Source: an optimization exercise on an open RTL-to-GDS flow (aim: small area, a short achievable clock period and few clock cycles). Production flows keep margins and buffers that such runs may drop. No run shown here included a check of the RTL's function; only the layout flow was run. No activity file was given, so power comes from the tool's default toggle rates.

File: flow/config.mk
export PLATFORM = sky130hd
export DESIGN_NAME = pluto_rx
export DESIGN_NICKNAME = pluto_rx
export VERILOG_FILES = /design/flow/design.v
export SDC_FILE = /design/flow/constraint.sdc
export NUM_CORES = 4
export LEC_CHECK = 0
export CAP_MARGIN = 20
export CORE_MARGIN = 2
export CORE_UTILIZATION = 40
export SETUP_SLACK_MARGIN = 5
export SLEW_MARGIN = 20
File: flow/constraint.sdc
create_clock -name core_clock -period 10.0 [get_ports {clk}]
set_input_delay 2.0000 -clock core_clock [delete_from_list [all_inputs] [get_ports {clk}]]
set_output_delay 2.0000 -clock core_clock [all_outputs]
set_load 0.01 [all_outputs]
File: flow/design.v
module pluto_rx_step (
    input  wire [15:0] blk,
    output wire [2:0]  mis
);
    localparam [15:0] P16 = 16'hB4E5;
    wire [15:0] e = blk ^ P16;
    integer k;
    reg [4:0] s;
    always @* begin
        s = 5'd0;
        for (k = 0; k < 16; k = k + 1)
            s = s + {4'd0, e[k]};
    end
    assign mis = (s > 5'd7) ? 3'd7 : s[2:0];
endmodule
module pluto_rx (
    input  wire        clk,
    input  wire        rst,
    input  wire        cmd_valid,
    output wire        cmd_ready,
    input  wire [7:0]  cmd,
    input  wire        in_valid,
    output wire        in_ready,
    input  wire [7:0]  in_data,
    input  wire [3:0]  in_nbits,
    input  wire        in_last,
    output reg         out_valid,
    output reg  [7:0]  out_byte,
    output reg         rsp_valid,
    output wire [3:0]  rsp_status,
    output reg  [2:0]  rsp_sub,
    output reg  [31:0] rsp_value
);
    localparam [1:0] OP_CRC = 2'd0, OP_DEC = 2'd1, OP_FIND = 2'd2, OP_ILL = 2'd3;
    localparam [1:0] ST_OK = 2'd0, ST_NONE = 2'd1, ST_ILLEGAL = 2'd2;
    localparam [31:0] MAX_LEN = 32'd50_000_000;
    function [31:0] crc_byte(input [31:0] c, input [7:0] d);
        integer k;
        reg [31:0] r;
        begin
            r = c ^ {24'd0, d};
            for (k = 0; k < 8; k = k + 1)
                r = r[0] ? ((r >> 1) ^ 32'hEDB88320) : (r >> 1);
            crc_byte = r;
        end
    endfunction
    function [2:0] sadd(input [2:0] a, input [2:0] b);
        reg [3:0] s;
        begin
            s = {1'b0, a} + {1'b0, b};
            sadd = s[3] ? 3'd7 : s[2:0];
        end
    endfunction
    function maj(input a, input b, input c);
        maj = (a & b) | (a & c) | (b & c);
    endfunction
    genvar gi;
    integer li, lj;
    reg        phase;               
    reg [1:0]  op, rate;            
    reg [7:0]  X;                   
    reg [3:0]  t0_m;                
    reg        t0_beat, t0_last, t0_cmd, t0_ill;
    assign cmd_ready = ~phase;
    assign in_ready  = phase;
    wire cmd_fire  = cmd_valid & ~phase;
    wire in_fire   = in_valid & phase;
    wire cmd_crc   = (cmd == 8'h40);
    wire cmd_dec   = (cmd[7:2] == 6'b1000_00);
    wire cmd_find  = (cmd == 8'h90);
    wire cmd_legal = cmd_crc | cmd_dec | cmd_find;
    always @(posedge clk) begin
        if (rst) begin
            phase   <= 1'b0;
            t0_beat <= 1'b0;
            t0_cmd  <= 1'b0;
            t0_ill  <= 1'b0;
        end else begin
            t0_beat <= in_fire;
            t0_cmd  <= cmd_fire & cmd_legal;
            t0_ill  <= cmd_fire & ~cmd_legal;
            if (cmd_fire & cmd_legal)
                phase <= 1'b1;
            else if (in_fire & in_last)
                phase <= 1'b0;
        end
        if (cmd_fire) begin
            op   <= cmd_crc ? OP_CRC : (cmd_dec ? OP_DEC : OP_FIND);
            rate <= cmd[1:0];
        end
        X       <= in_data;
        t0_last <= in_last;
        t0_m    <= !in_last ? 4'd8 : (in_nbits > 4'd8 ? 4'd8 : in_nbits);
    end
    reg  [11:0] bc;                 
    reg  [78:0] W;                  
    reg  [27:0] Q;                  
    reg  [2:0]  Ql;                 
    reg  [8:0]  rm;                 
    reg         lenbad;
    reg  [1:0]  gp;                 
    reg  [1:0]  cy;                 
    wire is_dec  = (op == OP_DEC);
    wire is_find = (op == OP_FIND);
    wire is_crc  = (op == OP_CRC);
    wire hdr_lt8 = (bc[11:3] == 9'd0);
    wire [86:0] V = {W, X};
    wire [30:0] R = {Q, Ql};
    wire x0 = X[7], x1 = X[6], x2 = X[5], x3 = X[4];
    wire x4 = X[3], x5 = X[2], x6 = X[1], x7 = X[0];
    reg [7:0] mm;
    always @* begin
        case (t0_m)
        4'd0: mm = 8'h00; 4'd1: mm = 8'h01; 4'd2: mm = 8'h03; 4'd3: mm = 8'h07;
        4'd4: mm = 8'h0F; 4'd5: mm = 8'h1F; 4'd6: mm = 8'h3F; 4'd7: mm = 8'h7F;
        default: mm = 8'hFF;
        endcase
    end
    wire        u3   = (rate == 2'd3);
    wire        pay  = t0_beat & is_dec & ~hdr_lt8 & ~lenbad;
    wire [7:0]  vm   = pay ? (mm & rm[7:0]) : 8'h00;
    wire        paydone = ((rm & ~{1'b0, mm}) == 9'd0);
    reg [8:0] rm_n;
    always @* begin
        rm_n = 9'h1FF;
        if (R[30:6] == 25'd0) begin
            if (!u3) begin
                case (R[5:0])
                6'd9:  rm_n = 9'h001; 6'd10: rm_n = 9'h003; 6'd11: rm_n = 9'h007;
                6'd12: rm_n = 9'h00F; 6'd13: rm_n = 9'h01F; 6'd14: rm_n = 9'h03F;
                6'd15: rm_n = 9'h07F; 6'd16: rm_n = 9'h0FF;
                default: rm_n = 9'h1FF;
                endcase
            end else begin
                case (R[5:0])
                6'd25, 6'd26, 6'd27: rm_n = 9'h001;
                6'd28, 6'd29, 6'd30: rm_n = 9'h003;
                6'd31, 6'd32, 6'd33: rm_n = 9'h007;
                6'd34, 6'd35, 6'd36: rm_n = 9'h00F;
                6'd37, 6'd38, 6'd39: rm_n = 9'h01F;
                6'd40, 6'd41, 6'd42: rm_n = 9'h03F;
                6'd43, 6'd44, 6'd45: rm_n = 9'h07F;
                6'd46, 6'd47, 6'd48: rm_n = 9'h0FF;
                default: rm_n = 9'h1FF;
                endcase
            end
        end
    end
    wire [6:0]  ql_d = {1'b0, Q[5:0]} - (u3 ? 7'd3 : 7'd1);
    wire [21:0] qh_d = Q[27:6] - 22'd1;
    wire [27:0] Q_d  = {ql_d[6] ? qh_d : Q[27:6], ql_d[5:0]};
    reg [5:0] dd, vj;
    always @* begin
        case (rate)
        2'd0: begin
            dd = {x0 | x1, x2 | x3, x4 | x5, x6 | x7, 2'b00};
            vj = {vm[1], vm[3], vm[5], vm[7], 2'b00};
        end
        2'd1: case (gp)
            2'd0: begin
                dd = {maj(x0, x1, x2), maj(x3, x4, x5), 4'b0000};
                vj = {vm[2], vm[5], 4'b0000};
            end
            2'd1: begin
                dd = {maj(cy[0], x0, x1), maj(x2, x3, x4), maj(x5, x6, x7), 3'b000};
                vj = {vm[1], vm[4], vm[7], 3'b000};
            end
            default: begin
                dd = {maj(cy[1], cy[0], x0), maj(x1, x2, x3), maj(x4, x5, x6), 3'b000};
                vj = {vm[0], vm[3], vm[6], 3'b000};
            end
            endcase
        2'd2: case (gp)
            2'd0: begin
                dd = {x0, x1, x3, x4, x6, x7};
                vj = {vm[0], vm[1], vm[3], vm[4], vm[6], vm[7]};
            end
            2'd1: begin
                dd = {x0, x2, x3, x5, x6, 1'b0};
                vj = {vm[0], vm[2], vm[3], vm[5], vm[6], 1'b0};
            end
            default: begin
                dd = {x1, x2, x4, x5, x7, 1'b0};
                vj = {vm[1], vm[2], vm[4], vm[5], vm[7], 1'b0};
            end
            endcase
        default: begin
            dd = {x0, x1, x2, x4, x5, x6};
            vj = {vm[0], vm[1], vm[2], vm[4], vm[5], vm[6]};
        end
        endcase
    end
    wire [23:0] Snew;
    wire [7:0]  lane_ok;
    generate
        for (gi = 0; gi < 8; gi = gi + 1) begin : g_lane
            pluto_rx_step u_blk (.blk(V[86-gi -: 16]), .mis(Snew[3*gi +: 3]));
            assign lane_ok[gi] = mm[gi] &&
                ((bc >= 12'd16) || (bc == 12'd15 && gi == 7)) &&
                ((bc <= 12'd3764) || (bc == 12'd3765 && gi <= 6));
        end
    endgenerate
    reg        t1_cmd, t1_end, t1_beat, t1_dec, t1_bv;
    reg [1:0]  t1_op, t1_sub;
    reg [7:0]  t1_x;                
    reg [5:0]  t1_vj;
    reg [23:0] t1_s;
    reg [7:0]  t1_lv;
    always @(posedge clk) begin
        if (rst) begin
            t1_cmd  <= 1'b0;
            t1_end  <= 1'b0;
            t1_beat <= 1'b0;
        end else begin
            t1_cmd  <= t0_cmd;
            t1_end  <= t0_ill | (t0_beat & t0_last);
            t1_beat <= t0_beat;
        end
        t1_op  <= t0_ill ? OP_ILL : op;
        if (hdr_lt8 && (bc[2:0] != 3'd7 || !mm[7])) t1_sub <= 2'd1;
        else if (lenbad)                            t1_sub <= 2'd2;
        else if (hdr_lt8 || !paydone)               t1_sub <= 2'd3;
        else                                        t1_sub <= 2'd0;
        t1_dec <= is_dec;
        t1_bv  <= is_crc & mm[7];
        t1_x   <= is_dec ? {dd, 2'b00} : X;
        t1_vj  <= vj;
        t1_s   <= Snew;
        t1_lv  <= (t0_beat && is_find) ? lane_ok : 8'd0;
        if (t0_cmd) begin
            bc <= 12'd0;
            gp <= 2'd0;
        end else if (t0_beat) begin
            if (bc != 12'hFFF) bc <= bc + 12'd1;
            if (!(is_dec && !hdr_lt8)) W <= V[78:0];
            if (is_dec && bc == 12'd4) begin
                lenbad <= (W[31:0] == 32'd0) || (W[31:0] > MAX_LEN);
                rm     <= 9'h1FF;
                case (rate)
                2'd0: {Q, Ql} <= {W[26:0], 4'd0};
                2'd1: {Q, Ql} <= {W[26:0], 4'd0} + {W[27:0], 3'd0};
                2'd2: {Q, Ql} <= {W[27:0], 3'd0} + {W[28:0], 2'd0};
                default: {Q, Ql} <= {W[25:0], 5'd0};
                endcase
            end
            if (pay) begin
                if (rm[8]) Q <= Q_d;
                rm <= rm[8] ? rm_n : 9'd0;
                gp <= (rate[1] == rate[0]) ? 2'd0 :
                      (gp == 2'd0 ? 2'd2 : (gp == 2'd2 ? 2'd1 : 2'd0));
                cy <= {x6, x7};
            end
        end
    end
    reg  [7:1]  cur;                
    reg  [2:0]  accn;               
    reg  [23:0] U1, U2, U3, U4, U5, U6;
    wire [5:0]  vj2  = t1_dec ? t1_vj : 6'd0;
    wire [2:0]  k    = {vj2[2], (vj2[4] & ~vj2[2]) | vj2[0],
                        (vj2[5] & ~vj2[4]) | (vj2[3] & ~vj2[2]) | (vj2[1] & ~vj2[0])};
    wire [5:0]  ddm  = t1_x[7:2] & vj2;
    wire [15:0] B    = {cur, 9'd0} | ({ddm, 10'd0} >> accn);
    reg         emit;
    always @* begin
        case (accn)
        3'd2: emit = vj2[0];
        3'd3: emit = vj2[1];
        3'd4: emit = vj2[2];
        3'd5: emit = vj2[3];
        3'd6: emit = vj2[4];
        3'd7: emit = vj2[5];
        default: emit = 1'b0;
        endcase
    end
    reg [23:0] U3n, U5n, Dn;
    reg [2:0]  e [0:7];
    reg [7:0]  stl, win;
    reg        seen_stop;
    always @* begin
        for (li = 0; li < 8; li = li + 1) begin
            U3n[3*li +: 3] = sadd(U2[3*li +: 3], t1_s[3*li +: 3]);
            U5n[3*li +: 3] = sadd(U4[3*li +: 3], t1_s[3*li +: 3]);
            Dn[3*li +: 3]  = sadd(U6[3*li +: 3], t1_s[3*li +: 3]);
            stl[li] = t1_lv[li] && (Dn[3*li +: 3] <= 3'd2);
        end
        seen_stop = 1'b0;
        for (li = 0; li < 8; li = li + 1) begin
            e[li] = (t1_lv[li] && !seen_stop) ? Dn[3*li +: 3] : 3'd7;
            seen_stop = seen_stop | stl[li];
        end
        for (li = 0; li < 8; li = li + 1) begin
            win[li] = 1'b1;
            for (lj = 0; lj < 8; lj = lj + 1) begin
                if (lj < li && e[lj] <= e[li]) win[li] = 1'b0;
                if (lj > li && e[lj] <  e[li]) win[li] = 1'b0;
            end
        end
    end
    reg [2:0] pd, pi;
    always @* begin
        pd = 3'd0; pi = 3'd0;
        for (li = 0; li < 8; li = li + 1)
            if (win[li]) begin
                pd = pd | e[li];
                pi = pi | li[2:0];
            end
    end
    reg        t2_cmd, t2_end, t2_bv;
    reg [1:0]  t2_op, t2_sub;
    reg [2:0]  t2_pd;
    reg [14:0] t2_po;
    reg        t2_stp;
    always @(posedge clk) begin
        if (rst) begin
            t2_cmd    <= 1'b0;
            t2_end    <= 1'b0;
            t2_bv     <= 1'b0;
            out_valid <= 1'b0;
        end else begin
            t2_cmd    <= t1_cmd;
            t2_end    <= t1_end;
            t2_bv     <= t1_beat & (t1_bv | emit);
            out_valid <= t1_beat & emit;
        end
        t2_op    <= t1_op;
        t2_sub   <= t1_sub;
        out_byte <= t1_dec ? B[15:8] : t1_x;
        t2_pd    <= pd;
        t2_po    <= {bc, pi};
        t2_stp   <= |stl;
        if (t1_cmd) begin
            cur  <= 7'd0;
            accn <= 3'd0;
        end else if (t1_beat) begin
            U1 <= t1_s; U2 <= U1; U3 <= U3n; U4 <= U3; U5 <= U5n; U6 <= U5;
            if (t1_dec) begin
                cur  <= emit ? B[7:1] : B[15:9];
                accn <= accn + k;
            end
        end
    end
    reg [31:0] crc;
    reg        crcok;               
    reg [2:0]  bestd;               
    reg [14:0] bestoff;             
    reg        stop;
    reg        t3_end;
    reg [1:0]  t3_op, t3_sub;
    wire [31:0] crc_n = crc_byte(crc, out_byte);
    always @(posedge clk) begin
        if (rst) t3_end <= 1'b0;
        else     t3_end <= t2_end;
        t3_op  <= t2_op;
        t3_sub <= t2_sub;
        if (t2_cmd) begin
            crc   <= 32'hFFFF_FFFF;
            bestd <= 3'd7;
            stop  <= 1'b0;
        end else begin
            if (t2_bv) begin
                crc   <= crc_n;
                crcok <= (~crc_n == W[31:0]);
            end
            if (!stop) begin
                if (t2_pd < bestd) begin
                    bestd   <= t2_pd;
                    bestoff <= t2_po;
                end
                if (t2_stp) stop <= 1'b1;
            end
        end
    end
    reg [1:0] st;
    assign rsp_status = {2'b00, st};
    wire [14:0] off = bestoff - 15'd135;
    always @(posedge clk) begin
        if (rst) rsp_valid <= 1'b0;
        else     rsp_valid <= t3_end;
        case (t3_op)
        OP_CRC: begin
            st <= ST_OK; rsp_sub <= 3'd0; rsp_value <= ~crc;
        end
        OP_DEC: begin
            rsp_value <= 32'd0;
            if (t3_sub != 2'd0) begin
                st <= ST_NONE; rsp_sub <= {1'b0, t3_sub};
            end else if (!crcok) begin
                st <= ST_NONE; rsp_sub <= 3'd6;
            end else begin
                st <= ST_OK; rsp_sub <= 3'd0;
            end
        end
        OP_FIND: begin
            rsp_sub <= 3'd0;
            if (bestd != 3'd7) begin
                st <= ST_OK; rsp_value <= {17'd0, off};
            end else begin
                st <= ST_NONE; rsp_value <= 32'd0;
            end
        end
        default: begin
            st <= ST_ILLEGAL; rsp_sub <= 3'd0; rsp_value <= 32'd0;
        end
        endcase
    end
endmodule
File: flow/run.sh
#!/bin/bash
# synth_recipe.tcl (not shown) runs the flow's synth.tcl, then flattens the netlist and writes it again
# the make line also repeats each setting of config.mk as NAME=value (left out here)
make -C /OpenROAD-flow-scripts/flow DESIGN_CONFIG=/design/flow/config.mk WORK_HOME=/design/flow/orfs CLKGATE_MAP_FILE= SYNTH_SCRIPT=/design/flow/synth_recipe.tcl finish
==> results of run 1 <==
## registers in the layout (all words and copies together), names as in the netlist, 12 cells and up, named ones only
name,cells
t2_po,15
bc,12
W,79
Q,28
U3,24
U5,24
crc,32
bestoff,15
t1_s,24
U4,24
U1,24
rsp_value,32
U6,24
U2,24
## cell type report
type,instances,area (um2)
timing repair buffer,98,918.4
inverter,246,928.4
fill,6585,38660
clock buffer,69,1533
multi-input combinational,1904,14720
tap,950,1189
clock inverter,37,412.9
sequential,496,12750
## stage by stage
step                      cells  hold slack, ns  total power, mW  setup WS (ns)    util
after floorplan            2722          0.3096            2.560          5.424       -
after global placement     3689          0.3162            2.694          4.801  0.4274
after global routing       3800          0.3370            4.954          5.008  0.4564
after detailed placement   3689          0.3165            2.699          4.616  0.4274
after CTS                  3797          0.3303            4.837          5.001  0.4553
final                      3800          0.3265            4.781          5.275  0.4564
## repair_timing
action	4_1_cts	5_1_grt
gates resized for setup	5	14
setup buffers	1	3
gates cloned	1	0
pin swaps	1	1
endpoints found under the setup margin	5	5
## logic make-up after synthesis
group | count (synthesis) | synth area share
and+or+nand+nor | 805 | 0.1418
buffers and inverters | 323 | 0.04373
AOI/OAI and AO/OA | 572 | 0.1343
adders and majority gates | 323 | 0.1687
muxes | 31 | 0.01172
xor gates and xnor gates | 170 | 0.05388
DFF | 496 | 0.4457
other | 1 | 0.0001311
## cells in the final DEF (no fill, tap or decap), types with 28 or more instances in the layout
master	instances
clkbuf_16	58
xor2_1	55
clkdlybuf4s50_1	73
xnor2_1	107
dfxtp_1	213
nor2b_1	69
nand2_1	206
or3_1	29
fa_1	107
nor3_1	41
o22ai_1	31
a21oi_1	158
nor2_1	200
edfxtp_1	282
nand3_1	54
o21ai_0	113
inv_1	239
ha_1	208
nand2b_1	45
a21o_1	28
## power breakdown
group | switching (mW) | internal (mW)
Sequential | 0.0433 | 2.17
Combinational | 0.253 | 0.191
Clock | 0.886 | 1.23
## worst max path at each step
| stage | from | end | slack [ns] | cells after the start |
|---|---|---|---|---|
| 2_1_floorplan | t1_beat | U1[0] | 5.42 | 1 |
| 3_3_place_gp | t1_s[6] | t2_pd[2] | 4.80 | 19 |
| 3_5_place_dp | t1_s[6] | t2_pd[2] | 4.62 | 19 |
| 4_1_cts | t1_s[6] | t2_pd[2] | 5.00 | 18 |
| 5_1_grt | t1_s[6] | t2_pd[2] | 5.01 | 18 |
| 6_report | t1_s[15] | t2_pd[2] | 5.27 | 16 |
## worst reg2reg max path, stage by stage (launching register included)
cell	delay [ns]
dfxtp_1	0.40
ha_1	0.22
inv_1	0.06
fa_1	0.49
nor2b_1	0.22
a2111oi_4	0.11
a2111oi_2	0.61
and3_2	0.44
ha_1	0.21
nand2_1	0.06
a211oi_1	0.24
a311oi_1	0.08
maj3_2	0.34
and4_1	0.21
and2_0	0.16
a221o_1	0.27
or4_1	0.48
## metal layers
metal	share of wire	wire (um)	global-route usage
met3	0.043	3177	0.02433
met4	0.031	2298	0.06651
met1	0.44	32230	0.2551
met5	0	0	0
met2	0.49	36130	0.3460
==> results_dict.tcl, run 1 <==
set metrics [dict create \
    reg2reg_slack_ns 5.27 \
    synth_top_area_cell "edfxtp_1" \
    synth-edff-count 282 \
    crit_path_end_kind "flop" \
    r2r_cells 16 \
    fmax_mhz 211.6 \
    cts_inserted_buffers 56 \
    place_area_mm2 0.03040 \
    timing.final.crit_share 0.4725 \
    drc_errors 0 \
    wl_mm 73.83 \
    yosys_warnings 3 \
    worst_path_most_repeated_cell "ha_1" \
    boundaryPins 76 \
    cp_max_fo 8 \
    tightest_slew_ns 1.085 \
    antenna_cells 0 \
    die_y_um 271.4 \
    clk_latency_ns 0.65 \
    ys_seq_elements 496 \
    start_util 0.4023 \
    grt_pass1_vias 20830 \
    vias 20620 \
    min_period_ns 4.725 \
    powerDensity_mw_per_mm2 147.3 \
    crit_path_cell_trace "ha_1 > inv_1 > fa_1 > nor2b_1 > a2111oi_4 > a2111oi_2 > and3_2 > ha_1 > nand2_1 > a211oi_1 > a311oi_1 > maj3_2 > and4_1 > and2_0 > a221o_1 > or4_1" \
    hold_viol 0 \
    drv_cap 0 \
    postCtsHoldBufs 0 \
    p_leak_nw 12.71 \
    viasPerCell 5.427 \
    post_drt_wl_per_cell_um 19.43 \
    globalRoute.totalOverflow 0 \
    synth_top_area_frac 0.2960 \
    postSynthAreaPerCell_um2 10.51 \
    netlist_top_cells_area "edfxtp_1 30%, dfxtp_1 15%, ha_1 9.1%, fa_1 7.5%, xnor2_1 3.3%" \
    antenna_found_initial 1 \
    drtPass1Iterations 5 \
    yosysSeqAreaShare 0.4457 \
    die_x_um 271.4 \
    area_growth_pct 13.46 \
    ir_drop_v 0.0001366 \
    status "no timing/DRC/antenna violations" \
    regToRegEndpoint "t2_pd[2]" \
    synth_common_cells "282 x edfxtp_1, 240 x inv_1, 214 x dfxtp_1" \
    syn_area_mm2 0.02861 \
    cp_slowest_cell "a2111oi_2" \
    critPathBufInv 1 \
    rsz0062_at_grt "no" \
    finalSetupTns_ns 0 \
    worstReg2RegStart "t1_s[15]" \
    gp_congestion 0.9093 \
    layout-drive-gt1-share 0.07474 \
    cts_root_buf "clkbuf_16" \
    grt_pass1_wl_mm 116.1 \
    final_max_slew_viol_count 0 \
    hp-class "reg -> reg" \
    cts_tree "built" \
    cp.arrival_ns 5.20 \
    dp_hpwl_mm 55.26 \
    clk_pin_slew_worst_paths_ns 0.06 \
    clock_skew_ns 0.04357 \
    die_area_mm2 0.07368 \
    fin_nets 3142 \
    async_reset_ff_frac 0 \
    design_area_mm2 0.03246 \
    maxSlewHeadroom 0.2768 \
    cts_buffer_depth 3 \
    coreArea_mm2 0.07112 \
    post_synth_num_cell_types 103 \
    setup_viol 0 \
    slowest_delay_ns 0.60 \
    port_buffers 73 \
    required_ns 10.48 \
    crit_family "simple AND/OR/NAND/NOR gates" \
    cts_sinks 496 \
    h-tree-depth 2 \
    holdPathStages 0 \
    synth_cells 2721 \
    drt_iter0_drc 1432 \
    synth.most_common_cell "edfxtp_1" \
    path_class "reg -> reg" \
    antenna_left 0 \
    critPathLaunchType "flop" \
    holdPathEnd "t2_op[1]" \
    hold_start "t1_op[1]" \
    row_count 98 \
    grt_start_max_net_pins 85 \
    synth_top_flop_cell "edfxtp_1" \
    track_usage 0.1985 \
]
==> run 2: changes to the inputs <==
==> flow/flow/run.sh (new file) <==
#!/bin/bash
# Standard layout, run through the standard.sh; full output kept in standard.log.
set -e
bash standard.sh > standard.log 2>&1
==> flow/standard.sh (new file) <==
#!/bin/bash
# synth_recipe.tcl (not shown) runs the flow's synth.tcl, then flattens the netlist and writes it again
# the make line also repeats each setting of config.mk as NAME=value (left out here)
make -C /OpenROAD-flow-scripts/flow DESIGN_CONFIG=/design/flow/config.mk WORK_HOME=/design/flow/orfs CLKGATE_MAP_FILE= SYNTH_SCRIPT=/design/flow/synth_recipe.tcl "${@:-finish}"
removed: flow/run.sh
==> run 2 against run 1 <==
Effect of this change: flip-flop and latch count did not move; still clean; clock-buffer cell count did not move; largest cell class unchanged; wire length did not move; register-to-register slack barely moved; clock power barely moved; total power did not move; synthesized area did not move; synthesized cell count did not move; design area did not move; worst setup slack did not move.
==> results_dict.tcl, run 2 <==
set metrics [dict create \
    layout-drive-gt1-share 0.07474 \
    die_y_um 271.4 \
    synth_top_flop_cell "edfxtp_1" \
    h-tree-depth 2 \
    track_usage 0.1985 \
    crit_path_end_kind "flop" \
    hold_start "t1_op[1]" \
    die_x_um 271.4 \
    post_drt_wl_per_cell_um 19.43 \
    dp_hpwl_mm 55.26 \
    ys_seq_elements 496 \
    cts_root_buf "clkbuf_16" \
    cts_buffer_depth 3 \
    start_util 0.4023 \
    row_count 98 \
    dp_cells 3689 \
    clock_skew_ns 0.04357 \
    drv_cap 0 \
    top_register "W" \
    final_common_cell "edfxtp_1" \
    regToRegEndpoint "t2_pd[2]" \
    r2r_cells 16 \
    hold_viol 0 \
    area_growth_pct 13.46 \
    cts_sinks 496 \
    fmax_mhz 211.6 \
    p_leak_nw 12.71 \
    final_max_slew_viol_count 0 \
    grt_start_max_net_pins 85 \
    postSynthAreaPerCell_um2 10.51 \
    rsz0062_at_grt "no" \
    cts_tree "built" \
    yosys_warnings 3 \
    reg2reg_slack_ns 5.27 \
    holdPathEnd "t2_op[1]" \
    cp_slowest_cell "a2111oi_2" \
    worst_path_most_repeated_cell "ha_1" \
    drtPass1Iterations 5 \
    post_synth_num_cell_types 103 \
    powerDensity_mw_per_mm2 147.3 \
    crit_path_cell_trace "ha_1 > inv_1 > fa_1 > nor2b_1 > a2111oi_4 > a2111oi_2 > and3_2 > ha_1 > nand2_1 > a211oi_1 > a311oi_1 > maj3_2 > and4_1 > and2_0 > a221o_1 > or4_1" \
    grt_pass1_wl_mm 116.1 \
    syn_area_mm2 0.02861 \
    synth_common_cells "282 x edfxtp_1, 240 x inv_1, 214 x dfxtp_1" \
    synth_cells 2721 \
    timing.final.crit_share 0.4725 \
    yosysSeqAreaShare 0.4457 \
    drc_errors 0 \
    final_cells 3800 \
    required_ns 10.48 \
    coreArea_mm2 0.07112 \
    status "no timing/DRC/antenna violations" \
    antenna_found_initial 1 \
    tightest_slew_ns 1.085 \
    antenna_cells 0 \
    design_area_mm2 0.03246 \
    antenna_left 0 \
    boundaryPins 76 \
    netlist_top_cells_area "edfxtp_1 30%, dfxtp_1 15%, ha_1 9.1%, fa_1 7.5%, xnor2_1 3.3%" \
    holdPathStages 0 \
    synth_top_area_frac 0.2960 \
    clk_latency_ns 0.65 \
    finalSetupTns_ns 0 \
    hp-class "reg -> reg" \
    slowest_delay_ns 0.60 \
    maxSlewHeadroom 0.2768 \
    crit_path_start "t1_s[15]" \
    cp_max_fo 8 \
    gp_congestion 0.9093 \
    grt_pass1_vias 20830 \
    ir_drop_v 0.0001366 \
    setup_viol 0 \
    wl_mm 73.83 \
    viasPerCell 5.427 \
    port_buffers 73 \
    clk_pin_slew_worst_paths_ns 0.06 \
    drt_iter0_drc 1432 \
    reg_top3 "W (79), crc (32), rsp_value (32)" \
    cts_inserted_buffers 56 \
    vias 20620 \
    min_period_ns 4.725 \
    die_area_mm2 0.07368 \
    cp.arrival_ns 5.20 \
    synth_top_area_cell "edfxtp_1" \
    critPathLaunchType "flop" \
    layout_common_cells "282 x edfxtp_1, 239 x inv_1, 213 x dfxtp_1" \
    path_class "reg -> reg" \
    nFillCells 6585 \
    fin_nets 3142 \
    synth-edff-count 282 \
    worstReg2RegStart "t1_s[15]" \
    largest_reg_flops 79 \
    synth.most_common_cell "edfxtp_1" \
    async_reset_ff_frac 0 \
    place_area_mm2 0.03040 \
    globalRoute.totalOverflow 0 \
    postCtsHoldBufs 0 \
]
## run 2: cell counts in the layout (fill, tap and decap cells not counted)
Identical to the previous run, type by type.
## run 2: worst max-delay path: cells and delay by family, from the launching register on
family	cells	cell delay (ns)
DFF	1	0.40
buffers and inverters	1	0.06
and+or+nand+nor	6	1.57
adders and majority gates	4	1.26
AOI/OAI and AO/OA	5	1.30
## run 2: where the power goes
group,internal [mW],total [mW],switching [mW]
Combinational,0.191,0.444,0.253
Clock,1.23,2.12,0.886
Sequential,2.17,2.22,0.0433
Total,3.60,4.78,1.18
## run 2: logic make-up (layout without fill, tap and decap cells)
kind of cell | count (synthesis) | count (layout) | share of synthesized area
other cells | 1 | 2 | 0.0001311
flops | 496 | 496 | 0.4457
compound gates | 572 | 572 | 0.1343
simple gates | 805 | 806 | 0.1418
xor+xnor | 170 | 170 | 0.05388
fa+ha+maj | 323 | 323 | 0.1687
buf+inv | 323 | 450 | 0.04373
mux | 31 | 31 | 0.01172
## run 2: worst max path at each step
stage	slack, ns	end	depth (start not counted)
after global placement	4.80	t2_pd[2]	19
after detailed placement	4.62	t2_pd[2]	19
after CTS	5.00	t2_pd[2]	18
after floorplan	5.42	U1[0]	1
final	5.27	t2_pd[2]	16
after global routing	5.01	t2_pd[2]	18
## run 2: cell type report
class | count | area, um2 | share of cell area
multi-input cells | 1904 | 14720 | 0.4536
flip-flops and latches | 496 | 12750 | 0.3929
clock buffers | 69 | 1533 | 0.04722
well taps | 950 | 1189 | 0.03662
inverters | 246 | 928.4 | 0.02860
repair buffers | 98 | 918.4 | 0.02829
clock inverters | 37 | 412.9 | 0.01272
## run 2: what timing repair did
item                       CTS  global route
cloned                       1             0
buffers inserted             1             3
pin swaps                    1             1
setup endpoints to repair    5             5
resized for setup            5            14
## run 2: metrics by stage
stage	hold WS [ns]	total power [mW]	setup slack (ns)	util
3_5_place_dp	0.3165	2.699	4.616	0.4274
3_3_place_gp	0.3162	2.694	4.801	0.4274
6_report	0.3265	4.781	5.275	0.4564
2_1_floorplan	0.3096	2.560	5.424	-
5_1_grt	0.3370	4.954	5.008	0.4564
4_1_cts	0.3303	4.837	5.001	0.4553
## run 2: layer usage
layer / up-vias / routed length (um) / global-route usage / share of wire
met3: 135 / 3177 / 0.02433 / 0.043
met2: 549 / 36130 / 0.3460 / 0.49
met1: 10070 / 32230 / 0.2551 / 0.44
met4: 0 / 2298 / 0.06651 / 0.031
li1: 9874 / - / - / -
met5: - / 0 / 0 / 0
==> run 3: changes to the inputs <==
==> flow/flow/run.sh (replaced) <==
#!/bin/bash
# The standard layout (standard.sh), with timing repair aimed at a 3.5 ns
# clock (setup margin 6.5 ns at the 10 ns constraint) and plain buf_2 cells as
# the port buffers. Full tool output is kept in standard.log.
set -e
bash standard.sh SETUP_SLACK_MARGIN=6.5 \
    BUFFER_PORTS_ARGS="-buffer_cell sky130_fd_sc_hd__buf_2" finish > standard.log 2>&1
--- a/flow/config.mk
+++ b/flow/config.mk
@@ -9,4 +9,3 @@
 export CORE_MARGIN = 2
-export CORE_UTILIZATION = 40
-export SETUP_SLACK_MARGIN = 5
+export CORE_UTILIZATION = 55
 export SLEW_MARGIN = 20
==> run 3 against run 2 <==
Effect of this change: combinational power about the same; sequential power about the same; clock-buffer cell count up 1; worst hold slack about the same; largest cell class unchanged; largest power group unchanged; first-iteration DRC count up 14%; global-route usage up 8.8 points; still clean on timing, DRC and antenna; sequential share of layout area down 1.3 points.
==> results_dict.tcl, run 3 <==
set metrics [dict create \
    status "no timing/DRC/antenna violations" \
    post_synth_num_cell_types 103 \
    synth_top_flop_cell "edfxtp_1" \
    postSynthAreaPerCell_um2 10.51 \
    tightest_slew_ns 1.073 \
    fin_nets 3268 \
    netlist_top_cells_area "edfxtp_1 30%, dfxtp_1 15%, ha_1 9.1%, fa_1 7.5%, xnor2_1 3.3%" \
    cp.arrival_ns 4.69 \
    post_drt_wl_per_cell_um 20.98 \
    antenna_found_initial 0 \
    cts_root_buf "clkbuf_16" \
    nFillCells 4052 \
    cts_inserted_buffers 52 \
    ys_seq_elements 496 \
    slowest_delay_ns 0.55 \
    grt_pass1_vias 21490 \
    cts_sinks 496 \
    finalSetupTns_ns 0 \
    die_area_mm2 0.05386 \
    hold_viol 0 \
    coreArea_mm2 0.05141 \
    setup_viol 0 \
    clk_latency_ns 0.62 \
    ir_drop_v 0.0001784 \
    top_register "W" \
    die_x_um 232.1 \
    port_buffers 73 \
    grt_start_max_net_pins 83 \
    layout_common_cells "282 x edfxtp_1, 207 x dfxtp_1, 198 x inv_1" \
    gp_congestion 0.9124 \
    synth_top_area_frac 0.2960 \
    required_ns 10.50 \
    h-tree-depth 2 \
    clk_pin_slew_worst_paths_ns 0.07 \
    area_growth_pct 17.42 \
    synth_top_area_cell "edfxtp_1" \
    boundaryPins 76 \
    cts_buffer_depth 3 \
    drtPass1Iterations 6 \
    hp-class "reg -> reg" \
    row_count 83 \
    drv_cap 0 \
    clock_skew_ns 0.03452 \
    synth-edff-count 282 \
    crit_path_end_kind "flop" \
    dp_hpwl_mm 54.68 \
    critPathBufInv 1 \
    antenna_left 0 \
    crit_path_cell_trace "ha_2 > fa_2 > xor2_1 > a2111o_2 > buf_6 > and4_4 > and3_4 > ha_1 > and3_1 > a21oi_1 > o211ai_1 > o22ai_2 > nand4_1 > o221ai_1 > or4b_1" \
    vias 21440 \
    rsz0062_at_grt "yes" \
    wl_mm 76.63 \
    globalRoute.totalOverflow 0 \
    track_usage 0.2863 \
    p_leak_nw 13.42 \
    yosys_warnings 3 \
    critPathLaunchType "flop" \
    path_class "reg -> reg" \
    maxSlewHeadroom 0.2661 \
    drt_iter0_drc 1631 \
    fmax_mhz 238.8 \
    crit_family "simple AND/OR/NAND/NOR gates" \
    cp_slowest_cell "a2111o_2" \
    drc_errors 0 \
    final_max_slew_viol_count 0 \
    synth_common_cells "282 x edfxtp_1, 240 x inv_1, 214 x dfxtp_1" \
    min_period_ns 4.188 \
    yosysSeqAreaShare 0.4457 \
    grt_pass1_wl_mm 119.9 \
    design_area_mm2 0.03359 \
    antenna_cells 0 \
    die_y_um 232.1 \
    timing.final.crit_share 0.4188 \
    async_reset_ff_frac 0 \
    syn_area_mm2 0.02861 \
    reg_top3 "W (79), crc (32), rsp_value (32)" \
    place_area_mm2 0.02994 \
    synth_cells 2721 \
    cp_max_fo 8 \
    powerDensity_mw_per_mm2 139.1 \
    viasPerCell 5.872 \
    layout-drive-gt1-share 0.2015 \
    synth.most_common_cell "edfxtp_1" \
    start_util 0.5565 \
    largest_reg_flops 79 \
    cts_tree "built" \
    final_common_cell "edfxtp_1" \
]
run 3: per-layer routing:
layer | track usage | share of wire | wire length, um | vias up
li1 | - | - | - | 10150
met1 | 0.3733 | 0.42 | 32380 | 10530
met2 | 0.4925 | 0.50 | 38080 | 610
met3 | 0.03389 | 0.045 | 3457 | 154
met4 | 0.1020 | 0.035 | 2707 | 0
met5 | 0 | 0 | 0 | -
run 3: kinds of logic after synthesis:
group / Yosys count / share of synthesized area
buffers and inverters: 323 / 0.04373
other: 1 / 0.0001311
xor gates and xnor gates: 170 / 0.05388
adders and majority gates: 323 / 0.1687
muxes: 31 / 0.01172
DFF: 496 / 0.4457
and+or+nand+nor: 805 / 0.1418
AOI/OAI and AO/OA: 572 / 0.1343
run 3: worst paths after layout:
| kind | slack [ns] | from | end | depth (start not counted) |
|---|---|---|---|---|
| worst max-delay path | 5.81 | U6[3] | t2_pd[0] | 15 |
| worst min-delay path | 0.33 | t2_op[1] | t3_op[1] | 0 |
| worst max register to register | 5.81 | U6[3] | t2_pd[0] | 15 |
| worst min register to register | 0.33 | t2_op[1] | t3_op[1] | 0 |
run 3: area by class of cell:
type,count,area [um2],share of cell area
Sequential cell,496,12760,0.3800
Inverter,246,982.2,0.02924
Clock buffer,70,1480,0.04406
Clock inverter,28,302.8,0.009014
Multi-Input combinational cell,1904,15640,0.4655
Timing Repair Buffer,228,1575,0.04689
Tap cell,680,850.8,0.02533
run 3: power breakdown:
group          total [mW]  switching, mW  internal (mW)
Clock                2.01          0.851           1.15
Sequential           2.22         0.0455           2.17
Combinational       0.447          0.258          0.189
Total                4.67           1.15           3.52
run 3: timing repair:
item	CTS	global route
setup endpoints to repair	35	45
hold buffers	0	0
pin swaps	68	38
gates cloned	1	0
buffers inserted	100	32
gates resized for setup	121	80
run 3: per-stage QoR:
stage | util | hold slack, ns | cells | power, mW | worst slack (ns)
after floorplan | - | 0.3096 | 2722 | 2.562 | 5.869
after detailed placement | 0.5824 | 0.3121 | 3421 | 2.691 | 5.276
after global placement | 0.5824 | 0.3099 | 3421 | 2.683 | 5.398
final | 0.6535 | 0.3267 | 3652 | 4.671 | 5.812
after global routing | 0.6535 | 0.3327 | 3652 | 4.829 | 5.688
after CTS | 0.6426 | 0.3265 | 3620 | 4.697 | 5.780
==> run 4: changes to the inputs <==
--- a/flow/design.v
+++ b/flow/design.v
@@ -2,3 +2,3 @@
     input  wire [15:0] blk,
-    output wire [2:0]  mis
+    output wire [4:0]  mis
 );
@@ -13,3 +13,3 @@
     end
-    assign mis = (s > 5'd7) ? 3'd7 : s[2:0];
+    assign mis = s;
 endmodule
@@ -46,7 +46,7 @@
     endfunction
-    function [2:0] sadd(input [2:0] a, input [2:0] b);
-        reg [3:0] s;
+    function [2:0] sadd5(input [2:0] a, input [4:0] b);
+        reg [5:0] s;
         begin
-            s = {1'b0, a} + {1'b0, b};
-            sadd = s[3] ? 3'd7 : s[2:0];
+            s = {3'b000, a} + {1'b0, b};
+            sadd5 = (s > 6'd7) ? 3'd7 : s[2:0];
         end
@@ -57,3 +57,3 @@
     genvar gi;
-    integer li, lj;
+    integer li;
     reg        phase;               
@@ -96,5 +96,4 @@
     reg  [78:0] W;                  
-    reg  [27:0] Q;                  
-    reg  [2:0]  Ql;                 
-    reg  [8:0]  rm;                 
+    reg  [25:0] Q;
+    reg  [1:0]  ph;
     reg         lenbad;
@@ -107,3 +106,2 @@
     wire [86:0] V = {W, X};
-    wire [30:0] R = {Q, Ql};
     wire x0 = X[7], x1 = X[6], x2 = X[5], x3 = X[4];
@@ -118,3 +116,26 @@
     end
-    wire        u3   = (rate == 2'd3);
+    reg [8:0] rm;
+    always @* begin
+        rm = 9'h1FF;
+        if (Q[25:2] == 24'd0) begin
+            case ({rate, Q[1:0], ph})
+            {2'd0, 2'd1, 2'd1}: rm = 9'h0FF;
+            {2'd1, 2'd1, 2'd2}: rm = 9'h0FF;
+            {2'd1, 2'd1, 2'd3}: rm = 9'h000;
+            {2'd2, 2'd1, 2'd1}: rm = 9'h00F;
+            {2'd2, 2'd1, 2'd2}: rm = 9'h000;
+            {2'd2, 2'd1, 2'd3}: rm = 9'h000;
+            {2'd2, 2'd2, 2'd2}: rm = 9'h0FF;
+            {2'd2, 2'd2, 2'd3}: rm = 9'h000;
+            {2'd3, 2'd1, 2'd1}: rm = 9'h007;
+            {2'd3, 2'd1, 2'd2}: rm = 9'h000;
+            {2'd3, 2'd1, 2'd3}: rm = 9'h000;
+            {2'd3, 2'd2, 2'd2}: rm = 9'h03F;
+            {2'd3, 2'd2, 2'd3}: rm = 9'h000;
+            {2'd3, 2'd3, 2'd3}: rm = 9'h0FF;
+            default: rm = 9'h1FF;
+            endcase
+            if (Q[1:0] == 2'd0) rm = 9'h000;
+        end
+    end
     wire        pay  = t0_beat & is_dec & ~hdr_lt8 & ~lenbad;
@@ -122,31 +143,11 @@
     wire        paydone = ((rm & ~{1'b0, mm}) == 9'd0);
-    reg [8:0] rm_n;
+    reg         gend;               
     always @* begin
-        rm_n = 9'h1FF;
-        if (R[30:6] == 25'd0) begin
-            if (!u3) begin
-                case (R[5:0])
-                6'd9:  rm_n = 9'h001; 6'd10: rm_n = 9'h003; 6'd11: rm_n = 9'h007;
-                6'd12: rm_n = 9'h00F; 6'd13: rm_n = 9'h01F; 6'd14: rm_n = 9'h03F;
-                6'd15: rm_n = 9'h07F; 6'd16: rm_n = 9'h0FF;
-                default: rm_n = 9'h1FF;
-                endcase
-            end else begin
-                case (R[5:0])
-                6'd25, 6'd26, 6'd27: rm_n = 9'h001;
-                6'd28, 6'd29, 6'd30: rm_n = 9'h003;
-                6'd31, 6'd32, 6'd33: rm_n = 9'h007;
-                6'd34, 6'd35, 6'd36: rm_n = 9'h00F;
-                6'd37, 6'd38, 6'd39: rm_n = 9'h01F;
-                6'd40, 6'd41, 6'd42: rm_n = 9'h03F;
-                6'd43, 6'd44, 6'd45: rm_n = 9'h07F;
-                6'd46, 6'd47, 6'd48: rm_n = 9'h0FF;
-                default: rm_n = 9'h1FF;
-                endcase
-            end
-        end
+        case (rate)
+        2'd0:    gend = (ph == 2'd1);
+        2'd3:    gend = (ph == 2'd3);
+        default: gend = (ph == 2'd2);
+        endcase
     end
-    wire [6:0]  ql_d = {1'b0, Q[5:0]} - (u3 ? 7'd3 : 7'd1);
-    wire [21:0] qh_d = Q[27:6] - 22'd1;
-    wire [27:0] Q_d  = {ql_d[6] ? qh_d : Q[27:6], ql_d[5:0]};
+    wire [25:0] Q_d  = Q - {24'd0, (rate == 2'd3) ? 2'd3 : (rate == 2'd2 ? 2'd2 : 2'd1)};
     reg [5:0] dd, vj;
@@ -192,3 +193,3 @@
     end
-    wire [23:0] Snew;
+    wire [39:0] Snew;
     wire [7:0]  lane_ok;
@@ -196,3 +197,3 @@
         for (gi = 0; gi < 8; gi = gi + 1) begin : g_lane
-            pluto_rx_step u_blk (.blk(V[86-gi -: 16]), .mis(Snew[3*gi +: 3]));
+            pluto_rx_step u_blk (.blk(V[86-gi -: 16]), .mis(Snew[5*gi +: 5]));
             assign lane_ok[gi] = mm[gi] &&
@@ -206,3 +207,3 @@
     reg [5:0]  t1_vj;
-    reg [23:0] t1_s;
+    reg [39:0] t1_s;
     reg [7:0]  t1_lv;
@@ -237,13 +238,10 @@
                 lenbad <= (W[31:0] == 32'd0) || (W[31:0] > MAX_LEN);
-                rm     <= 9'h1FF;
-                case (rate)
-                2'd0: {Q, Ql} <= {W[26:0], 4'd0};
-                2'd1: {Q, Ql} <= {W[26:0], 4'd0} + {W[27:0], 3'd0};
-                2'd2: {Q, Ql} <= {W[27:0], 3'd0} + {W[28:0], 2'd0};
-                default: {Q, Ql} <= {W[25:0], 5'd0};
-                endcase
+                Q      <= W[25:0];
+                ph     <= 2'd0;
             end
             if (pay) begin
-                if (rm[8]) Q <= Q_d;
-                rm <= rm[8] ? rm_n : 9'd0;
+                if (rm[0]) begin
+                    ph <= gend ? 2'd0 : ph + 2'd1;
+                    if (gend) Q <= Q_d;
+                end
                 gp <= (rate[1] == rate[0]) ? 2'd0 :
@@ -274,34 +272,19 @@
     end
-    reg [23:0] U3n, U5n, Dn;
-    reg [2:0]  e [0:7];
-    reg [7:0]  stl, win;
-    reg        seen_stop;
-    always @* begin
-        for (li = 0; li < 8; li = li + 1) begin
-            U3n[3*li +: 3] = sadd(U2[3*li +: 3], t1_s[3*li +: 3]);
-            U5n[3*li +: 3] = sadd(U4[3*li +: 3], t1_s[3*li +: 3]);
-            Dn[3*li +: 3]  = sadd(U6[3*li +: 3], t1_s[3*li +: 3]);
-            stl[li] = t1_lv[li] && (Dn[3*li +: 3] <= 3'd2);
-        end
-        seen_stop = 1'b0;
-        for (li = 0; li < 8; li = li + 1) begin
-            e[li] = (t1_lv[li] && !seen_stop) ? Dn[3*li +: 3] : 3'd7;
-            seen_stop = seen_stop | stl[li];
-        end
-        for (li = 0; li < 8; li = li + 1) begin
-            win[li] = 1'b1;
-            for (lj = 0; lj < 8; lj = lj + 1) begin
-                if (lj < li && e[lj] <= e[li]) win[li] = 1'b0;
-                if (lj > li && e[lj] <  e[li]) win[li] = 1'b0;
-            end
-        end
-    end
-    reg [2:0] pd, pi;
+    reg [23:0] S1s, U3n, U5n, Dn;
+    reg [7:0]  cand;
+    reg [2:0]  pd, pi;
     always @* begin
         pd = 3'd0; pi = 3'd0;
-        for (li = 0; li < 8; li = li + 1)
-            if (win[li]) begin
-                pd = pd | e[li];
+        for (li = 0; li < 8; li = li + 1) begin
+            S1s[3*li +: 3] = sadd5(3'd0, t1_s[5*li +: 5]);
+            U3n[3*li +: 3] = sadd5(U2[3*li +: 3], t1_s[5*li +: 5]);
+            U5n[3*li +: 3] = sadd5(U4[3*li +: 3], t1_s[5*li +: 5]);
+            Dn[3*li +: 3]  = sadd5(U6[3*li +: 3], t1_s[5*li +: 5]);
+            cand[li] = t1_lv[li] && (Dn[3*li +: 3] != 3'd7);
+            if (cand[li]) begin
+                pd = pd | Dn[3*li +: 3];
                 pi = pi | li[2:0];
             end
+        end
+        if (cand == 8'd0) pd = 3'd7;
     end
@@ -329,3 +312,3 @@
         t2_po    <= {bc, pi};
-        t2_stp   <= |stl;
+        t2_stp   <= (pd <= 3'd2);
         if (t1_cmd) begin
@@ -334,3 +317,3 @@
         end else if (t1_beat) begin
-            U1 <= t1_s; U2 <= U1; U3 <= U3n; U4 <= U3; U5 <= U5n; U6 <= U5;
+            U1 <= S1s; U2 <= U1; U3 <= U3n; U4 <= U3; U5 <= U5n; U6 <= U5;
             if (t1_dec) begin
@@ -342,3 +325,2 @@
     reg [31:0] crc;
-    reg        crcok;               
     reg [2:0]  bestd;               
@@ -359,6 +341,3 @@
         end else begin
-            if (t2_bv) begin
-                crc   <= crc_n;
-                crcok <= (~crc_n == W[31:0]);
-            end
+            if (t2_bv) crc <= crc_n;
             if (!stop) begin
@@ -375,2 +354,3 @@
     wire [14:0] off = bestoff - 15'd135;
+    wire [31:0] crcrx = t1_beat ? W[39:8] : W[31:0];
     always @(posedge clk) begin
@@ -386,3 +366,3 @@
                 st <= ST_NONE; rsp_sub <= {1'b0, t3_sub};
-            end else if (!crcok) begin
+            end else if (~crc != crcrx) begin
                 st <= ST_NONE; rsp_sub <= 3'd6;
==> run 4 against run 3 <==
Effect of this change: clock power is essentially flat; die area shrank 11%; clock skew shrank 0.0069 ns; combinational power shrank 27%; wire length shrank 24%; via count shrank 22%; final cell count shrank 19%; synthesized area shrank 12%; largest cell class is now sequential cells; highest routed layer unchanged; first-iteration DRC count shrank 33%.
==> results_dict.tcl, run 4 <==
set metrics [dict create \
    maxSlewHeadroom 0.2645 \
    whs_ns 0.3187 \
    ir_drop_v 0.0001687 \
    post_drt_wl_per_cell_um 19.56 \
    critPathLaunchType "flop" \
    final_cells 2968 \
    min_period_ns 3.969 \
    drt_iter0_drc 1095 \
    place_ws_ns 5.772 \
    layout-drive-gt1-share 0.1682 \
    crit_path_cell_trace "ha_1 > inv_1 > fa_1 > inv_1 > fa_1 > fa_1 > inv_2 > fa_1 > inv_1 > fa_2 > fa_2 > a21oi_2 > nor2b_1" \
    postCtsHoldBufs 0 \
    finalSetupTns_ns 0 \
    clock_skew_ns 0.02760 \
    netlist_top_cells_area "edfxtp_1 32%, dfxtp_1 18%, fa_1 8.4%, ha_1 6.4%, xnor2_1 4.1%" \
    setup_viol 0 \
    die_y_um 218.5 \
    cts_buffer_depth 3 \
    yosys_warnings 2 \
    slowest_delay_ns 0.54 \
    synth_mux_area_frac 0.02245 \
    path_class "reg -> reg" \
    place_area_mm2 0.02631 \
    hp-class "reg -> reg" \
    synthAdderAreaFrac 0.1489 \
    wl_mm 58.05 \
    yosysSeqAreaShare 0.5060 \
    start_util 0.5575 \
    antenna_left 0 \
    synth_top_flop_cell "edfxtp_1" \
    regToRegEndpoint "t1_s[24]" \
    dp_cells 2816 \
    required_ns 10.50 \
    worstReg2RegStart "W[60]" \
    track_usage 0.2489 \
    grt_pass1_wl_mm 91.56 \
    cts_sinks 503 \
    layout_setup_ws_ns 6.031 \
    tightest_slew_ns 1.103 \
    fmax_mhz 251.9 \
    rsz0062_at_grt "yes" \
    layout_common_cells "273 x edfxtp_1, 228 x dfxtp_1, 168 x nor2_1" \
    hold_viol 0 \
    cp.arrival_ns 4.47 \
    cts_root_buf "clkbuf_16" \
    cts_tree "built" \
    cts_inserted_buffers 53 \
    synth-simple-area-share 0.1373 \
    final_max_slew_viol_count 0 \
    viasPerCell 5.642 \
    postSynthAreaPerCell_um2 11.51 \
    synth_xor_area_frac 0.05781 \
    final_common_cell "edfxtp_1" \
    row_count 78 \
    reg_top3 "W (79), t1_s (40)" \
    drv_cap 0 \
    drtPass1Iterations 5 \
    boundaryPins 76 \
    coreArea_mm2 0.04538 \
    die_x_um 218.5 \
    synth_compound_area_frac 0.09692 \
    synth.most_common_cell "edfxtp_1" \
    synth_cells 2198 \
    clk_pin_slew_worst_paths_ns 0.06 \
    status "no timing/DRC/antenna violations" \
    post_synth_num_cell_types 85 \
    grt_pass1_vias 16740 \
    gp_congestion 0.8949 \
    worst_path_most_repeated_cell "fa_1" \
    area_growth_pct 13.55 \
    dp_hpwl_mm 42.21 \
    syn_area_mm2 0.02530 \
    powerDensity_mw_per_mm2 160.1 \
    nFillCells 3607 \
    crit_path_end_kind "flop" \
    synth_common_cells "273 x edfxtp_1, 230 x dfxtp_1, 168 x nor2_1" \
    drc_errors 0 \
    crit_path_start "W[60]" \
    design_area_mm2 0.02873 \
    final_util 0.6331 \
    cp_max_fo 4 \
    total_power_mw 4.601 \
    globalRoute.totalOverflow 0 \
    port_buffers 73 \
    ys_seq_elements 503 \
    r2r_cells 13 \
    largest_reg_flops 79 \
    setup.worst_path.end "t1_s[24]" \
    cp_slowest_cell "fa_1" \
    h-tree-depth 2 \
    reg2reg_slack_ns 6.03 \
    clk_latency_ns 0.61 \
    fin_nets 2582 \
    grt_start_max_net_pins 80 \
    die_area_mm2 0.04774 \
    antenna_found_initial 1 \
    synth-edff-count 273 \
    synth_top_area_frac 0.3240 \
    top_register "W" \
    vias 16750 \
    timing.final.crit_share 0.3969 \
    async_reset_ff_frac 0 \
    synth_top_family_by_area "adder cells" \
    p_leak_nw 10.95 \
    synth_top_area_cell "edfxtp_1" \
]
==> run 4: cell types whose count changed after synthesis, moves of 17 or more <==
cell,before,now
o21ai_0,114,63
nor3_1,42,25
nand2_1,207,117
nor2b_1,70,52
inv_1,240,131
nand3b_1,15,32
ha_1,208,130
a221oi_1,24,1
a21oi_1,159,140
nor2_1,206,168
nand2b_1,45,18
mux2i_1,20,41
or2_2,27,67
==> run 4: area by class of cell <==
cell class              count  area (um2)  area share
clock buffers              78        1567     0.05452
well taps                 600       750.7     0.02613
clock inverters            22       247.7    0.008623
inverters                 132       516.7     0.01799
flip-flops and latches    503       12810      0.4458
multi-input cells        1499       11970      0.4167
repair buffers            132       864.6     0.03009
diodes                      2       5.005   0.0001742
==> run 4: repair_timing <==
item	4_1_cts	5_1_grt
pin swaps	25	31
setup endpoints to repair	110	109
cloned	1	0
endpoints found under the hold margin	0	0
setup buffers	39	10
gates resized for setup	38	22
==> run 4: how the worst min path moves through the flow <==
| stage | start | end | slack (ns) | cells after the start |
|---|---|---|---|---|
| 2_1_floorplan | t1_op[0] | t2_op[0] | 0.31 | 0 |
| 3_3_place_gp | t1_sub[0] | t2_sub[0] | 0.31 | 0 |
| 5_1_grt | t1_op[0] | t2_op[0] | 0.32 | 0 |
| 6_report | t1_op[0] | t2_op[0] | 0.32 | 0 |
| 4_1_cts | t1_op[0] | t2_op[0] | 0.32 | 0 |
| 3_5_place_dp | t1_op[1] | t2_op[1] | 0.31 | 0 |
==> run 4: cells by family (layout without fill, tap and decap cells) <==
logic type,count (synthesis),in the layout
fa+ha+maj,238,238
mux,54,54
buf+inv,198,364
xor+xnor,167,167
compound gates,376,376
flops,503,503
simple gates,661,662
other cells,1,4
==> run 4: critical path, delay by kind of cell (launching register included) <==
kind | cells | cell delay (ns)
fa+ha+maj | 7 | 3.02
flops | 1 | 0.48
buf+inv | 4 | 0.18
compound gates | 1 | 0.14
simple gates | 1 | 0.05
==> run 4: per-layer routing <==
layer,GRT usage,share of wire,vias up,routed length [um]
li1,-,-,8067,-
met1,0.3167,0.42,8148,24400
met2,0.4278,0.49,411,28690
met3,0.03619,0.046,120,2696
met4,0.09864,0.039,0,2267
met5,0,0,-,0
==> run 4: power by group <==
part / internal (mW) / total [mW] / switching (mW)
Combinational: 0.156 / 0.328 / 0.172
Clock: 1.19 / 2.02 / 0.830
Sequential: 2.20 / 2.25 / 0.0514
==> run 5: changes to the inputs <==
--- a/flow/design.v
+++ b/flow/design.v
@@ -98,2 +98,3 @@
     reg  [1:0]  ph;
+    reg         q4;                 
     reg         lenbad;
@@ -119,3 +120,3 @@
         rm = 9'h1FF;
-        if (Q[25:2] == 24'd0) begin
+        if (q4) begin
             case ({rate, Q[1:0], ph})
@@ -239,2 +240,3 @@
                 Q      <= W[25:0];
+                q4     <= (W[25:2] == 24'd0);
                 ph     <= 2'd0;
@@ -244,3 +246,8 @@
                     ph <= gend ? 2'd0 : ph + 2'd1;
-                    if (gend) Q <= Q_d;
+                    if (gend) begin
+                        Q  <= Q_d;
+                        q4 <= (Q[25:3] == 23'd0) &&
+                              ({1'b0, Q[2:0]} < 4'd4 + {2'b00, (rate == 2'd3) ? 2'd3 :
+                                                       (rate == 2'd2 ? 2'd2 : 2'd1)});
+                    end
                 end
==> flow/flow/run.sh (replaced) <==
#!/bin/bash
# The standard layout (standard.sh), with timing repair aimed at a 3.5 ns
# clock (setup margin 6.5 ns at the 10 ns constraint), plain buf_2 cells as
# the port buffers, and no separate adder-cell mapping in synthesis (ABC maps
# the adders with the rest of the logic). Full tool output is in standard.log.
set -e
bash standard.sh SETUP_SLACK_MARGIN=6.5 ADDER_MAP_FILE= \
    BUFFER_PORTS_ARGS="-buffer_cell sky130_fd_sc_hd__buf_2" finish > standard.log 2>&1
==> run 5 against run 4 <==
Effect of this change: still clean; sequential power barely moved; design area increased by 4.4%; synthesized cell count up 22%; first-iteration DRC count up 65%; worst setup slack gained 0.58 ns; final cell count rose by 15%.
==> results_dict.tcl, run 5 <==
set metrics [dict create \
    status "no timing/DRC/antenna violations" \
    p_int_mw 3.596 \
    crit_path_cell_trace "buf_4 > inv_1 > xnor3_1 > mux2i_1 > o21ai_0 > nor3_1 > a31oi_1 > or2_2 > maj3_1 > o32ai_1 > a31oi_1" \
    synth_top_area_cell "edfxtp_1" \
    post_drt_wl_per_cell_um 20.79 \
    cp_slowest_cell "xnor3_1" \
    antenna_cells 0 \
    drv_cap 0 \
    synthAdderAreaFrac 0.01851 \
    finalSetupTns_ns 0 \
    critPathLaunchType "flop" \
    min_period_ns 3.387 \
    yosysSeqAreaShare 0.4817 \
    rsz0062_at_grt "yes" \
    row_count 80 \
    path_class "reg -> reg" \
    ir_drop_v 0.0001638 \
    antenna_found_initial 1 \
    wl_mm 70.71 \
    timing.final.crit_share 0.3387 \
    async_reset_ff_frac 0 \
    netlist_top_cells_area "edfxtp_1 31%, dfxtp_1 17%, xnor2_1 7.3%, nor2_1 3.8%, a21oi_1 3.3%" \
    grt_start_max_net_pins 83 \
    postSynthAreaPerCell_um2 9.918 \
    yosys_warnings 2 \
    gp_congestion 0.9159 \
    syn_area_mm2 0.02664 \
    swShare 0.2264 \
    synth_top_family_by_area "simple AND/OR/NAND/NOR gates" \
    synth_xor_area_frac 0.1243 \
    ys_seq_elements 504 \
    slowest_delay_ns 0.56 \
    setup_viol 0 \
    hp-class "reg -> reg" \
    viasPerCell 6.086 \
    start_util 0.5579 \
    clk_pin_slew_worst_paths_ns 0.06 \
    fin_nets 2764 \
    synth_top_area_frac 0.3089 \
    cts_tree "built" \
    hold_viol 0 \
    dp_hpwl_mm 48.99 \
    clk_latency_ns 0.61 \
    top_register "W" \
    vias 20700 \
    track_usage 0.2777 \
    final_max_slew_viol_count 0 \
    synth_compound_area_frac 0.1595 \
    cts_root_buf "clkbuf_16" \
    crit_family "XOR/XNOR gates" \
    antenna_left 0 \
    area_growth_pct 12.56 \
    cp.arrival_ns 3.86 \
    crit_path_end_kind "flop" \
    postCtsHoldBufs 0 \
    drc_errors 0 \
    synth-edff-count 274 \
    clock_skew_ns 0.01620 \
    seqPwrFrac 0.486 \
    largest_reg_flops 79 \
    clkPwrFrac 0.453 \
    layout_common_cells "274 x edfxtp_1, 268 x nor2_1, 228 x dfxtp_1" \
    globalRoute.totalOverflow 0 \
    synth_top_flop_cell "edfxtp_1" \
    layout_setup_ws_ns 6.613 \
    cp_max_fo 7 \
    post_synth_num_cell_types 91 \
    synth.most_common_cell "edfxtp_1" \
    boundaryPins 76 \
    die_y_um 224.1 \
    layout-drive-gt1-share 0.1307 \
    grt_pass1_vias 19570 \
    drtPass1Iterations 5 \
    maxSlewHeadroom 0.1910 \
    h-tree-depth 2 \
    coreArea_mm2 0.04775 \
    tightest_slew_ns 1.183 \
    worst_path_most_repeated_cell "a31oi_1" \
    critPathBufInv 2 \
    powerDensity_mw_per_mm2 155.0 \
    whs_ns 0.3259 \
    cts_buffer_depth 3 \
    p_leak_nw 10.67 \
    cts_inserted_buffers 55 \
    cts_sinks 504 \
    pwr-share-comb 0.061 \
    synth_cells 2686 \
    fmax_mhz 295.3 \
    synth-simple-area-share 0.1631 \
    die_area_mm2 0.05021 \
    drt_iter0_drc 1803 \
    synth_mux_area_frac 0.02099 \
    port_buffers 73 \
    reg_top3 "W (79), t1_s (40)" \
    grt_pass1_wl_mm 109.0 \
    place_ws_ns 6.073 \
    synth_common_cells "274 x edfxtp_1, 269 x nor2_1, 230 x dfxtp_1" \
    power_switching_mw 1.052 \
    die_x_um 224.1 \
    final_common_cell "edfxtp_1" \
    total_power_mw 4.648 \
    required_ns 10.48 \
]
==> run 5: final timing paths <==
path | start | to | slack [ns] | depth (start not counted)
max | W[73] | t1_s[28] | 6.61 | 11
min | t1_op[1] | t2_op[1] | 0.33 | 0
max reg2reg | W[73] | t1_s[28] | 6.61 | 11
min reg2reg | t1_op[1] | t2_op[1] | 0.33 | 0
==> run 5: power by group through the flow <==
stage	Clock, mW	Sequential [mW]	Combinational (mW)
after CTS	2.14	2.26	0.283
after floorplan	0	2.27	0.226
after global placement	0	2.30	0.273
final	2.10	2.26	0.284
after global routing	2.22	2.26	0.314
after detailed placement	0	2.31	0.277
==> run 5: logic make-up (layout without fill, tap and decap cells) <==
logic type	count (synthesis)	count (layout)
simple gates	893	893
fa+ha+maj	49	49
flops	504	504
mux	53	53
buf+inv	215	314
other cells	1	2
compound gates	640	640
xor+xnor	331	331
==> run 5: cell type report <==
type	count	area [um2]
Timing Repair Buffer	147	1035
Clock inverter	27	285.3
Clock buffer	77	1622
Tap cell	615	769.5
Inverter	63	241.5
Sequential cell	504	12830
Multi-Input combinational cell	1968	13200
Fill cell	3957	17760
==> run 5: metrics by stage <==
| stage | cells | util | cell area, um2 |
|---|---|---|---|
| floorplan | 2687 | - | 26660 |
| global placement | 3247 | 0.5734 | 27380 |
| detailed placement | 3247 | 0.5734 | 27380 |
| CTS | 3372 | 0.6187 | 29540 |
| global route | 3401 | 0.6280 | 29990 |
| finish | 3401 | 0.6280 | 29990 |
==> run 5: repair_timing <==
action,4_1_cts,5_1_grt
pin swaps,2,11
resized for setup,16,38
endpoints found under the setup margin,47,48
setup buffers,21,28
cloned,0,1
==> run 5: worst register-to-register path, delay by kind of cell, from the launching register on <==
kind	cells	cell delay, ns
xor+xnor	1	0.56
simple gates	2	0.56
buf+inv	2	0.50
compound gates	4	0.50
flops	1	0.40
mux	1	0.40
fa+ha+maj	1	0.33
==> run 5: routing by layer <==
metal | vias up | share of wire | routed length (um) | GRT usage
met5 | - | 0.00018 | 13 | 0
met4 | 2 | 0.045 | 3171 | 0.1232
met3 | 168 | 0.059 | 4184 | 0.04040
met2 | 705 | 0.48 | 33680 | 0.4649
met1 | 9941 | 0.42 | 29660 | 0.3585
li1 | 9881 | - | - | -

[separate check: timing with driven ports]
No port has a modelled driver above. Below, the same layouts with a new extraction and two added sets of constraints.
Step 1 (the two cells are an assumption about what drives the block):
set clk [get_ports {clk}]
set_driving_cell -lib_cell sky130_fd_sc_hd__clkbuf_16 $clk
set_driving_cell -lib_cell sky130_fd_sc_hd__buf_2 [delete_from_list [all_inputs] $clk]
Step 2 also shifts input and output timing later by t, the mid clock arrival at the registers, as if the neighbouring blocks saw the same clock.
Three values: ideal, step 1, step 2; two values: the first two.
run | t, ns | slack for setup (ns) | worst setup path at the end | worst register clock-pin slew, ns | worst slew at a driven data input, ns
run 1 | 0.683 | 5.275 / 5.275 / 5.275 | register to register | 0.07 / 0.07 | 0.03
run 2 | 0.683 | 5.275 / 5.275 / 5.275 | register to register | 0.07 / 0.07 | 0.03
run 3 | 0.667 | 5.812 / 5.812 / 5.812 | register to register | 0.07 / 0.07 | 0.03
run 4 | 0.657 | 6.031 / 6.031 / 6.031 | register to register | 0.07 / 0.07 | 0.03
run 5 | 0.665 | 6.613 / 6.613 / 6.369 | input to register | 0.06 / 0.06 | 0.04
After both steps every run listed still meets setup and hold. For run 5, which loses most, drivers alone change the setup slack by 0.000 ns; drivers and shift together by -0.244 ns.
